What follows belongs to an exercise in optimizing a design on an open flow for small area; a production flow would make more cautious choices.
In this exercise RTL edits were held to simulation tests only and were not proved equivalent to the original.
Power is estimated from default activity; no workload was simulated.

$ cat flow/run.sh
#!/bin/bash
# synth_recipe.tcl (not shown) runs the flow's synth.tcl, then flattens the netlist and writes it again
# the make line also repeats each setting of config.mk as NAME=value (left out here)
make -C /OpenROAD-flow-scripts/flow DESIGN_CONFIG=/design/flow/config.mk WORK_HOME=/design/flow/orfs CLKGATE_MAP_FILE= SYNTH_SCRIPT=/design/flow/synth_recipe.tcl finish
$ cat flow/config.mk
export PLATFORM = sky130hd
export DESIGN_NAME = hapcan_node
export DESIGN_NICKNAME = hapcan_node
export VERILOG_FILES = /design/flow/design.v
export SDC_FILE = /design/flow/constraint.sdc
export NUM_CORES = 4
export LEC_CHECK = 0
export CAP_MARGIN = 20
export CORE_MARGIN = 2
export CORE_UTILIZATION = 40
export SLEW_MARGIN = 20
$ cat flow/constraint.sdc
create_clock -name core_clock -period 15.0 [get_ports {clk}]
set_input_delay 3.0000 -clock core_clock [delete_from_list [all_inputs] [get_ports {clk}]]
set_output_delay 3.0000 -clock core_clock [all_outputs]
set_load 0.01 [all_outputs]
$ cat flow/design.v
module hn_framer (
    input  wire        clk,
    input  wire        rst,
    input  wire        rx_en,       
    input  wire [7:0]  rx_byte,
    input  wire        clear,       
    output reg  [4:0]  len,         
    output wire [119:0] frame,      
    output reg  [7:0]  sum,         
    output reg  [7:0]  last1,       
    output reg  [7:0]  last2        
);
    reg [7:0] buf_q [0:14];
    integer i;
    genvar g;
    generate
        for (g = 0; g < 15; g = g + 1) begin : g_frame
            assign frame[8*g +: 8] = buf_q[g];
        end
    endgenerate
    always @(posedge clk) begin
        if (rst) begin
            len   <= 5'd0;
            sum   <= 8'd0;
            last1 <= 8'd0;
            last2 <= 8'd0;
            for (i = 0; i < 15; i = i + 1)
                buf_q[i] <= 8'd0;
        end else if (clear) begin
            len <= 5'd0;
        end else if (rx_en) begin
            last1 <= rx_byte;
            last2 <= last1;
            if (rx_byte == 8'hAA) begin
                buf_q[0] <= rx_byte;
                len      <= 5'd1;
                sum      <= 8'd0;
            end else begin
                if (len < 5'd15)
                    buf_q[len[3:0]] <= rx_byte;
                if (len != 5'd16)
                    len <= len + 5'd1;
                if (len != 5'd0)
                    sum <= sum + rx_byte;
                else
                    sum <= 8'd0;
            end
        end
    end
endmodule
module hn_membank (
    input  wire       clk,
    input  wire       rst,
    input  wire [6:0] rd_idx,
    output wire [7:0] rd_data,
    input  wire       we,
    input  wire [6:0] wr_idx,
    input  wire [7:0] wr_data
);
    reg [7:0] mem [0:95];
    integer i;
    assign rd_data = (rd_idx < 7'd96) ? mem[rd_idx] : 8'hFF;
    always @(posedge clk) begin
        if (rst) begin
            for (i = 0; i < 96; i = i + 1)
                mem[i] <= 8'hFF;
        end else if (we && wr_idx < 7'd96) begin
            mem[wr_idx] <= wr_data;
        end
    end
endmodule
module hn_core (
    input  wire         clk,
    input  wire         rst,
    input  wire         in_valid,
    input  wire         in_quiet,
    input  wire [7:0]   in_byte,
    output wire         in_ready,
    output wire         out_valid,
    output wire [7:0]   out_byte,
    input  wire         out_ready,
    output reg          diag_valid,
    output reg  [3:0]   diag_code,
    output reg  [23:0]  diag_info,
    output wire         fr_rx_en,
    output wire         fr_clear,
    input  wire [4:0]   fr_len,
    input  wire [119:0] fr_frame,
    input  wire [7:0]   fr_sum,
    input  wire [7:0]   fr_last1,
    input  wire [7:0]   fr_last2,
    output reg  [6:0]   mem_rd_idx,
    input  wire [7:0]   mem_rd_data,
    output reg          mem_we,
    output reg  [6:0]   mem_wr_idx,
    output reg  [7:0]   mem_wr_data
);
    localparam [3:0] D_INVALID_FRAME  = 4'd1;
    localparam [3:0] D_CHECKSUM       = 4'd2;
    localparam [3:0] D_UNKNOWN_TYPE   = 4'd3;
    localparam [3:0] D_INVALID_FIELD  = 4'd4;
    localparam [3:0] D_UNHANDLED      = 4'd5;
    localparam [3:0] D_NO_PENDING     = 4'd6;
    localparam [3:0] D_OUT_OF_RANGE   = 4'd7;
    localparam [3:0] D_FLASH_PROGRAM  = 4'd8;
    localparam [3:0] D_ERASE_NOT_SUPP = 4'd9;
    localparam [15:0] GW_HARD     = 16'h3000;
    localparam [7:0]  GW_HVER     = 8'h03;
    localparam [31:0] GW_SERIAL   = 32'h01234567;
    localparam [7:0]  GW_ATYPE    = 8'h40;
    localparam [7:0]  GW_AVERS    = 8'h01;
    localparam [7:0]  GW_FVERS    = 8'h05;
    localparam [7:0]  GW_BOOTVER  = 8'h03;
    localparam [7:0]  GW_BOOTREV  = 8'h04;
    localparam [15:0] GW_VBUS     = 16'h5D2C;
    localparam [15:0] GW_VCPU     = 16'h0A3F;
    localparam [127:0] GW_DESC    = {"UART gateway 1", 16'h0};  
    localparam [7:0]  DEV_NODE0   = 8'h05;    
    localparam [7:0]  DEV_GROUP0  = 8'h02;    
    localparam [15:0] DEV_HARD    = 16'h3000;
    localparam [7:0]  DEV_HVER    = 8'h03;
    localparam [31:0] DEV_SERIAL  = 32'h01234567;
    localparam [7:0]  DEV_ATYPE   = 8'h66;
    localparam [7:0]  DEV_AVERS   = 8'h01;
    localparam [7:0]  DEV_FVERS   = 8'h02;
    localparam [7:0]  DEV_BOOTVER = 8'h03;
    localparam [7:0]  DEV_BOOTREV = 8'h04;
    localparam [15:0] DEV_VBUS    = 16'h5D2C;
    localparam [15:0] DEV_VCPU    = 16'h0A3F;
    localparam [127:0] DEV_DESC   = {"Relay", 88'h0};     
    localparam [7:0] CMD_READ  = 8'h01;
    localparam [7:0] CMD_WRITE = 8'h02;
    localparam [7:0] CMD_ERASE = 8'h03;
    localparam [1:0] K_HW = 2'd0, K_FW = 2'd1, K_SUPPLY = 2'd2, K_DESC = 2'd3;
    localparam [3:0] S_IDLE     = 4'd0;
    localparam [3:0] S_DISPATCH = 4'd1;
    localparam [3:0] S_MEMCHK   = 4'd2;
    localparam [3:0] S_MEMWR    = 4'd3;
    localparam [3:0] S_ERASE    = 4'd4;
    localparam [3:0] S_MEMRD    = 4'd5;
    localparam [3:0] S_TX       = 4'd6;
    localparam [3:0] S_DESC2    = 4'd7;
    reg [3:0] state;
    function [63:0] id_payload;
        input       gw;         
        input [1:0] kind;
        input       chunk2;     
        reg [15:0] hard, vbus, vcpu;
        reg [7:0]  hver, atype, avers, fvers, bootver, bootrev;
        reg [31:0] serial;
        reg [127:0] desc;
        begin
            hard    = gw ? GW_HARD    : DEV_HARD;
            hver    = gw ? GW_HVER    : DEV_HVER;
            serial  = gw ? GW_SERIAL  : DEV_SERIAL;
            atype   = gw ? GW_ATYPE   : DEV_ATYPE;
            avers   = gw ? GW_AVERS   : DEV_AVERS;
            fvers   = gw ? GW_FVERS   : DEV_FVERS;
            bootver = gw ? GW_BOOTVER : DEV_BOOTVER;
            bootrev = gw ? GW_BOOTREV : DEV_BOOTREV;
            vbus    = gw ? GW_VBUS    : DEV_VBUS;
            vcpu    = gw ? GW_VCPU    : DEV_VCPU;
            desc    = gw ? GW_DESC    : DEV_DESC;
            case (kind)
                K_HW:     id_payload = {hard, hver, 8'hFF, serial};
                K_FW:     id_payload = {hard, hver, atype, avers, fvers, bootver, bootrev};
                K_SUPPLY: id_payload = {vbus, vcpu, 32'hFFFF_FFFF};
                default:  id_payload = chunk2 ? desc[63:0] : desc[127:64];
            endcase
        end
    endfunction
    wire [7:0] fb [0:14];
    genvar g;
    generate
        for (g = 0; g < 15; g = g + 1) begin : g_fb
            assign fb[g] = fr_frame[8*g +: 8];
        end
    endgenerate
    wire [15:0] rtype    = {fb[1], fb[2]};
    wire        is_net   = (fr_len == 5'd15);
    wire        shape_ok = (fb[0] == 8'hAA) && (fr_last1 == 8'hA5) && (fr_len >= 5'd5);
    wire [7:0]  calc_sum = fr_sum - fr_last1 - fr_last2;
    wire        csum_ok  = (calc_sum == fr_last2);
    wire [7:0] p0 = fb[3], p1 = fb[4], p2 = fb[5], p3 = fb[6], p4 = fb[7];
    wire [7:0] p5 = fb[8], p7 = fb[10];
    wire [23:0] f_addr = {p2, p3, p4};
    wire        cmd_ok = (p7 == CMD_READ) || (p7 == CMD_WRITE) || (p7 == CMD_ERASE);
    reg [7:0]  node_id, group_id;
    reg        pend_valid;
    reg [23:0] pend_addr;
    reg [7:0]  pend_cmd;
    wire match_p01  = (p0 == node_id) && (p1 == group_id);
    wire match_p45  = (p4 == node_id) && (p5 == group_id);
    wire match_grp  = (p5 == group_id) || (p5 == 8'h00);
    wire in_plain   = (pend_addr < 24'h000020);
    wire in_flash   = (pend_addr >= 24'h001000) && (pend_addr < 24'h001040);
    wire span_plain = (pend_addr <= 24'h000018);
    wire span_flash = (pend_addr <= 24'h001038);
    wire span_ok    = (in_plain && span_plain) || (in_flash && span_flash);
    reg [7:0] txb [0:14];
    reg       tx_net;           
    reg [3:0] tx_idx;
    reg       desc2_pend;       
    reg       tx_gw;            
    reg       op_flash;
    reg [3:0] op_i;
    wire [23:0] a_i    = pend_addr + {20'd0, op_i};
    wire [6:0]  bidx_i = op_flash ? (7'd32 + {1'b0, a_i[5:0]}) : {2'b00, a_i[4:0]};
    wire [7:0]  wdat_i = fb[5 + op_i[2:0]];
    reg [7:0] tx_csum;
    integer k;
    always @(*) begin
        tx_csum = 8'd0;
        for (k = 1; k <= 12; k = k + 1)
            if (k <= 10 || tx_net)
                tx_csum = tx_csum + txb[k];
    end
    wire [3:0] tx_last = tx_net ? 4'd14 : 4'd12;
    assign out_valid = (state == S_TX);
    assign out_byte  = (tx_idx == tx_last)        ? 8'hA5 :
                       (tx_idx == tx_last - 4'd1) ? tx_csum :
                       txb[tx_idx];
    assign in_ready = (state == S_IDLE);
    assign fr_rx_en = (state == S_IDLE) && in_valid && !in_quiet;
    assign fr_clear = (state == S_DISPATCH);
    task load_reply;
        input        net;
        input [15:0] typ;
        input [7:0]  nb;
        input [7:0]  gb;
        input [63:0] data;
        integer j;
        begin
            tx_net <= net;
            tx_idx <= 4'd0;
            txb[0] <= 8'hAA;
            txb[1] <= typ[15:8];
            txb[2] <= typ[7:0];
            if (net) begin
                txb[3] <= nb;
                txb[4] <= gb;
                for (j = 0; j < 8; j = j + 1)
                    txb[5 + j] <= data[63 - 8*j -: 8];
            end else begin
                for (j = 0; j < 8; j = j + 1)
                    txb[3 + j] <= data[63 - 8*j -: 8];
                txb[11] <= 8'h00;
                txb[12] <= 8'h00;
            end
        end
    endtask
    task emit_diag;
        input [3:0]  code;
        input [23:0] info;
        begin
            diag_valid <= 1'b1;
            diag_code  <= code;
            diag_info  <= info;
        end
    endtask
    function [1:0] kind_of;
        input [7:0] lo;
        begin
            case (lo)
                8'h40, 8'h30: kind_of = K_HW;
                8'h60, 8'h50: kind_of = K_FW;
                8'hC0, 8'hB0: kind_of = K_SUPPLY;
                default:      kind_of = K_DESC;
            endcase
        end
    endfunction
    always @(*) begin
        mem_rd_idx = bidx_i;
    end
    integer m;
    always @(posedge clk) begin
        if (rst) begin
            state      <= S_IDLE;
            diag_valid <= 1'b0;
            diag_code  <= 4'd0;
            diag_info  <= 24'd0;
            node_id    <= DEV_NODE0;
            group_id   <= DEV_GROUP0;
            pend_valid <= 1'b0;
            pend_addr  <= 24'd0;
            pend_cmd   <= 8'd0;
            tx_net     <= 1'b0;
            tx_idx     <= 4'd0;
            tx_gw      <= 1'b0;
            desc2_pend <= 1'b0;
            op_flash   <= 1'b0;
            op_i       <= 4'd0;
            mem_we     <= 1'b0;
            mem_wr_idx <= 7'd0;
            mem_wr_data <= 8'd0;
            for (m = 0; m < 15; m = m + 1)
                txb[m] <= 8'd0;
        end else begin
            diag_valid <= 1'b0;
            mem_we     <= 1'b0;
            case (state)
            S_IDLE: begin
                if (in_valid && in_quiet && fr_len != 5'd0)
                    state <= S_DISPATCH;
            end
            S_DISPATCH: begin
                state      <= S_IDLE;
                desc2_pend <= 1'b0;
                op_i       <= 4'd0;
                op_flash   <= in_flash;
                if (!shape_ok) begin
                    emit_diag(D_INVALID_FRAME, 24'd0);
                end else if (!csum_ok) begin
                    emit_diag(D_CHECKSUM, 24'd0);
                end else if (is_net) begin
                    case (rtype)
                    16'h0100: emit_diag(D_UNHANDLED, {8'd0, rtype});
                    16'h0200: if (match_p01) emit_diag(D_UNHANDLED, {8'd0, rtype});
                    16'h0300: begin
                        if (!cmd_ok)
                            emit_diag(D_INVALID_FIELD, {p7, rtype});
                        else if (match_p01) begin
                            pend_valid <= 1'b1;
                            pend_addr  <= f_addr;
                            pend_cmd   <= p7;
                            load_reply(1'b1, 16'h0301, node_id, group_id,
                                       {f_addr, 16'hFFFF, p7, 16'hFFFF});
                            state <= S_TX;
                        end
                    end
                    16'h0301: if (!cmd_ok) emit_diag(D_INVALID_FIELD, {p7, rtype});
                    16'h0400: begin
                        if (match_p01) begin
                            if (!pend_valid)
                                emit_diag(D_NO_PENDING, 24'd0);
                            else if (!span_ok)
                                emit_diag(D_OUT_OF_RANGE, pend_addr);
                            else if (pend_cmd == CMD_ERASE && !in_flash)
                                emit_diag(D_ERASE_NOT_SUPP, pend_addr);
                            else begin
                                load_reply(1'b1, 16'h0401, node_id, group_id, 64'd0);
                                if (pend_cmd == CMD_READ)
                                    state <= S_MEMRD;
                                else if (pend_cmd == CMD_ERASE)
                                    state <= S_ERASE;
                                else if (in_flash)
                                    state <= S_MEMCHK;
                                else
                                    state <= S_MEMWR;
                            end
                        end
                    end
                    16'h1040, 16'h1060, 16'h10C0, 16'h10E0: begin
                        if (match_p45) begin
                            load_reply(1'b1, rtype | 16'h0001, node_id, group_id,
                                       id_payload(1'b0, kind_of(rtype[7:0]), 1'b0));
                            desc2_pend <= (rtype[7:0] == 8'hE0);
                            tx_gw      <= 1'b0;
                            state      <= S_TX;
                        end
                    end
                    16'h1030, 16'h1050, 16'h10B0, 16'h10D0: begin
                        if (match_grp) begin
                            load_reply(1'b1, rtype | 16'h0001, node_id, group_id,
                                       id_payload(1'b0, kind_of(rtype[7:0]), 1'b0));
                            desc2_pend <= (rtype[7:0] == 8'hD0);
                            tx_gw      <= 1'b0;
                            state      <= S_TX;
                        end
                    end
                    16'h1070: begin
                        if (match_p45) begin
                            node_id  <= DEV_SERIAL[15:8];
                            group_id <= DEV_SERIAL[7:0];
                            load_reply(1'b1, 16'h1071, DEV_SERIAL[15:8], DEV_SERIAL[7:0],
                                       64'hFFFF_FFFF_FFFF_FFFF);
                            state <= S_TX;
                        end
                    end
                    16'h0401, 16'h1041, 16'h1061, 16'h1071, 16'h10C1, 16'h10E1,
                    16'h1031, 16'h1051, 16'h10B1, 16'h10D1: ;
                    default: emit_diag(D_UNKNOWN_TYPE, {8'd0, rtype});
                    endcase
                end else begin
                    case (rtype)
                    16'h1040, 16'h1060, 16'h10C0, 16'h10E0: begin
                        if (fr_len != 5'd5)
                            emit_diag(D_INVALID_FRAME, 24'd0);
                        else begin
                            load_reply(1'b0, rtype | 16'h0001, 8'd0, 8'd0,
                                       id_payload(1'b1, kind_of(rtype[7:0]), 1'b0));
                            desc2_pend <= (rtype[7:0] == 8'hE0);
                            tx_gw      <= 1'b1;
                            state      <= S_TX;
                        end
                    end
                    16'h1000, 16'h1020, 16'h0200: begin
                        if (fr_len != 5'd5)
                            emit_diag(D_INVALID_FRAME, 24'd0);
                        else
                            emit_diag(D_UNHANDLED, {8'd0, rtype});
                    end
                    16'h1041, 16'h1061, 16'h10C1, 16'h10E1: begin
                        if (fr_len != 5'd13)
                            emit_diag(D_INVALID_FRAME, 24'd0);
                        else
                            emit_diag(D_UNHANDLED, {8'd0, rtype});
                    end
                    default: emit_diag(D_UNKNOWN_TYPE, {8'd0, rtype});
                    endcase
                end
            end
            S_MEMCHK: begin
                if ((mem_rd_data | wdat_i) != mem_rd_data) begin
                    emit_diag(D_FLASH_PROGRAM, a_i);
                    state <= S_IDLE;
                end else if (op_i == 4'd7) begin
                    op_i  <= 4'd0;
                    state <= S_MEMWR;
                end else begin
                    op_i <= op_i + 4'd1;
                end
            end
            S_MEMWR: begin
                mem_we      <= 1'b1;
                mem_wr_idx  <= bidx_i;
                mem_wr_data <= wdat_i;
                if (op_i == 4'd7) begin
                    op_i  <= 4'd0;
                    state <= S_MEMRD;
                end else begin
                    op_i <= op_i + 4'd1;
                end
            end
            S_ERASE: begin
                mem_we      <= 1'b1;
                mem_wr_idx  <= 7'd32 + {1'b0, pend_addr[5:4], op_i};
                mem_wr_data <= 8'hFF;
                op_i        <= op_i + 4'd1;
                if (op_i == 4'd15)
                    state <= S_MEMRD;
            end
            S_MEMRD: begin
                if (mem_we) begin
                end else begin
                    txb[5 + op_i[2:0]] <= mem_rd_data;
                    if (op_i == 4'd7) begin
                        op_i  <= 4'd0;
                        state <= S_TX;
                    end else begin
                        op_i <= op_i + 4'd1;
                    end
                end
            end
            S_TX: begin
                if (out_ready) begin
                    if (tx_idx == tx_last) begin
                        tx_idx <= 4'd0;
                        state  <= desc2_pend ? S_DESC2 : S_IDLE;
                    end else begin
                        tx_idx <= tx_idx + 4'd1;
                    end
                end
            end
            S_DESC2: begin
                desc2_pend <= 1'b0;
                load_reply(tx_net, {txb[1], txb[2]}, txb[3], txb[4],
                           id_payload(tx_gw, K_DESC, 1'b1));
                state <= S_TX;
            end
            default: state <= S_IDLE;
            endcase
        end
    end
endmodule
module hapcan_node (
    input  wire        clk,
    input  wire        rst,
    input  wire        in_valid,
    input  wire        in_quiet,
    input  wire [7:0]  in_byte,
    output wire        in_ready,
    output wire        out_valid,
    output wire [7:0]  out_byte,
    input  wire        out_ready,
    output wire        diag_valid,
    output wire [3:0]  diag_code,
    output wire [23:0] diag_info
);
    wire         fr_rx_en, fr_clear;
    wire [4:0]   fr_len;
    wire [119:0] fr_frame;
    wire [7:0]   fr_sum, fr_last1, fr_last2;
    wire [6:0]   mem_rd_idx, mem_wr_idx;
    wire [7:0]   mem_rd_data, mem_wr_data;
    wire         mem_we;
    hn_framer u_framer (
        .clk     (clk),
        .rst     (rst),
        .rx_en   (fr_rx_en),
        .rx_byte (in_byte),
        .clear   (fr_clear),
        .len     (fr_len),
        .frame   (fr_frame),
        .sum     (fr_sum),
        .last1   (fr_last1),
        .last2   (fr_last2)
    );
    hn_membank u_mem (
        .clk     (clk),
        .rst     (rst),
        .rd_idx  (mem_rd_idx),
        .rd_data (mem_rd_data),
        .we      (mem_we),
        .wr_idx  (mem_wr_idx),
        .wr_data (mem_wr_data)
    );
    hn_core u_core (
        .clk         (clk),
        .rst         (rst),
        .in_valid    (in_valid),
        .in_quiet    (in_quiet),
        .in_byte     (in_byte),
        .in_ready    (in_ready),
        .out_valid   (out_valid),
        .out_byte    (out_byte),
        .out_ready   (out_ready),
        .diag_valid  (diag_valid),
        .diag_code   (diag_code),
        .diag_info   (diag_info),
        .fr_rx_en    (fr_rx_en),
        .fr_clear    (fr_clear),
        .fr_len      (fr_len),
        .fr_frame    (fr_frame),
        .fr_sum      (fr_sum),
        .fr_last1    (fr_last1),
        .fr_last2    (fr_last2),
        .mem_rd_idx  (mem_rd_idx),
        .mem_rd_data (mem_rd_data),
        .mem_we      (mem_we),
        .mem_wr_idx  (mem_wr_idx),
        .mem_wr_data (mem_wr_data)
    );
endmodule
==> results.txt <==
-- state kept, by name (all words and copies together), names as in the netlist, named ones only --
register            cells
u_core.desc2_pend       1
u_core.diag_code        4
u_core.diag_info       24
u_core.diag_valid       1
u_core.mem_we           1
u_core.mem_wr_data      8
u_core.mem_wr_idx       7
u_core.node_id          1
u_core.op_flash         1
u_core.op_i             4
u_core.pend_addr       24
u_core.pend_cmd         8
u_core.pend_valid       1
u_core.state            3
u_core.tx_gw            1
u_core.tx_idx           4
u_core.tx_net           1
u_core.txb            128
u_framer.buf_q        120
u_framer.last1          8
u_framer.last2          7
u_framer.len            5
u_framer.sum            8
u_mem.mem             768
-- power by group through the flow --
stage | registers, mW | clock network, mW | logic [mW]
5_1_grt | 3.58 | 3.13 | 1.63
4_1_cts | 3.60 | 3.01 | 1.45
3_3_place_gp | 3.66 | 0 | 1.42
2_1_floorplan | 3.58 | 0 | 1.09
6_report | 3.58 | 2.98 | 1.48
3_5_place_dp | 3.67 | 0 | 1.44
-- worst reg2reg max path: stages (launching register included) --
cell and delay, ns:
dfxtp_1 0.43, ha_4 0.24, fa_4 1.30, buf_4 0.89, mux4_2 0.38, nor2_1 0.04
or4_1 0.49, o2111ai_1 0.23, nand4_1 0.28, a311o_1 0.68, inv_2 0.42, o22ai_2 0.15
a211oi_2 0.27, and3_1 0.49, a21o_2 0.84, mux2_1 0.41
-- stage by stage --
stage | util | setup WS (ns) | instance area (um2)
floorplan | - | 6.020 | 59260
detailed placement | 0.4193 | 5.149 | 61840
CTS | 0.4456 | 4.313 | 65730
finish | 0.4460 | 4.377 | 65790
global placement | 0.4193 | 5.205 | 61840
global route | 0.4460 | 3.926 | 65790
-- logic make-up (layout without fill, tap and decap cells) --
family,Yosys count,in the layout,share of synthesized area
and+or+nand+nor,2147,2147,0.1916
DFF,1142,1142,0.5545
AOI/OAI and AO/OA,772,772,0.08469
buffers and inverters,581,582,0.04026
muxes,276,276,0.08418
adders and majority gates,120,120,0.03306
xor gates and xnor gates,77,77,0.01174
-- layout by cell type (no fill, tap or decap), types with 69 or more instances in the layout --
cell type  instances
edfxtp_1         999
or3_1            585
nand2_1          546
nor2_1           228
a21oi_1          199
or2_2            191
o21ai_0          185
mux4_2           176
buf_4            171
nand3_1          139
and2_1           137
dfxtp_1          134
inv_1            129
clkbuf_16        122
mux2i_1           81
nand4_1           69
-- per-layer routing --
metal	track usage	vias up
met5	0	-
met4	0.08393	0
met3	0.04573	419
met2	0.4055	2195
met1	0.3683	21954
li1	-	18838
-- final timing paths --
check	from	end	slack, ns	depth (start not counted)
max	u_core.txb[10][2]	out_byte[7]	4.38	27
min	u_framer.last2[0]	u_framer.last2[0]	0.46	2
max reg2reg	u_core.op_i[0]	u_core.diag_info[11]	7.39	15
min reg2reg	u_framer.last2[0]	u_framer.last2[0]	0.46	2
-- area by class of cell --
cell class,instances,area share
Timing Repair Buffer,227,0.02893
Sequential cell,1142,0.5000
Tap cell,1930,0.03671
Multi-Input combinational cell,3392,0.3677
Clock inverter,60,0.009262
Inverter,133,0.007627
Clock buffer,162,0.04975
==> impl_metrics.ini <==
[outcome]
outcome = finished clean

[setup_path]
start_kind = register
endpoint_kind = primary output
cpLargestDelayFamily = adder cells
max_stage_delay_ns = 0.57
required_ns = 12.00
path_max_fanout = 3
path_buf_inv = 6
crit_slowest_cell = clkdlybuf4s50_1
worstSetupPathType = reg -> out
crit_arrival_ns = 7.62

[placed_design]
port-buffer-count = 51
gp_congestion = 0.9803
dp_hpwl_um = 129700
dp.cells = 6822

[finish]
antenna_cells = 0
syn_to_final_growth_pct = 11.01
regArea_um2 = 32890
n_fill_cell = 13490
fin_cells = 7046
multi_input_area_um2 = 24190
nNetsFinal = 5150
drive_gt1_frac = 0.1525

[power_and_ir_drop]
power.share.clock = 0.371
internal-power_mw = 5.708
pwr-share-seq = 0.445
irDropWorstVdd_mv = 0.1063
leakagePower_nw = 19.31
combPwrFrac = 0.184
finalPower_mw = 8.040
power_density_nw_per_um2 = 122.2
switchingPower_mw = 2.332
swShare = 0.2900

[route]
wirelength_um = 199700
drt_iter0_drc = 5552
top_layer = met4
drt_pass1_iterations = 6
post_drt_via_cell_ratio = 6.160
remaining_drc_errors = 0
drtAntennaViolNets = 0
vias = 43406
met3_wirelength_um = 18320
wl_met1_um = 83140
wl_per_cell_um = 28.34
wl_met2_um = 90930

[synthesis]
synth_top_cell_area_share = 0.5062
netlist_area_um2 = 59260
ys_seq_area_frac = 0.5545
synth.distinct_cells = 98
yosysMostFrequentCell = edfxtp_1
yosysWarningCount = 3
synthTopCellsByCount = edfxtp_1 (999), or3_1 (585), nand2_1 (552)
synth_edf_count = 999
async_reset_ff_frac = 0
avgSynthCellArea_um2 = 11.59
ys_top_cells_by_area = edfxtp_1 (51%), mux4_2 (6.7%), or3_1 (6.2%)
netlist_instances = 5115
yosys.area.top_type = edfxtp_1
synth_top_flop_cell = edfxtp_1
ys_seq_elements = 1142
synthesis.nets = 5248

[clock_network]
htreeDepth = 3
holdBufCountCts = 0
cts_tree = done
clk_path_buf_depth = 3
root_buffer = clkbuf_16
numCtsBuffers = 121
cts_resized = 0
postCtsSetupBuffers = 0
clock_sinks = 1142
clk_latency_ns = 0.79
clkTransAtPathRegs_ns = 0.06

[sta]
relSlewSlack = 0.1995
setup_viol = 0
tns_ns = 0
finClkSkew_ns = 0.09508
fin_hold_ws_ns = 0.4591
finalHoldViolations = 0
fmax_mhz = 94.13
rsz0062_at_grt = no
fin_crit_ns = 10.62
fin_crit_sh = 0.7082
slew_violations = 0
tightestPinTransition_ns = 1.170

[min_path]
hp-class = reg -> reg

[global_routing]
grtUsageTotal = 0.2598
grt_pass1_wl_um = 292300
grt_max_degree = 145
grt-ovfl-total = 0
grt_antenna_before_repair = 7
first_global_vias = 41959

[die]
fp.dieArea_um2 = 151300
die_w_um = 388.9
num_rows = 141
initial_core_util = 0.4018
die_h_um = 388.9
ioPinCount = 52
fp.coreArea_um2 = 147500

[job]
drv_cap = 0

==> static timing again, ports no longer ideal <==
No port has a modelled driver above. Below, the same layout with a new extraction and two added sets of constraints.
Step 1 assumes that a clkbuf_16 drives the clock port and a buf_2 every other input.
Step 2 also shifts input and output timing later by t, the mid clock arrival at the registers, as if the neighbouring blocks saw the same clock.
Three values: ideal, step 1, step 2; two values: the first two.
t, ns: 0.813
setup WS [ns]: 4.377 / 4.301 / 5.114
worst slew at a driven data input, ns: 0.05
After both steps setup and hold are still met in this run. For this run, drivers alone change the setup slack by -0.076 ns; drivers and shift together by +0.737 ns.
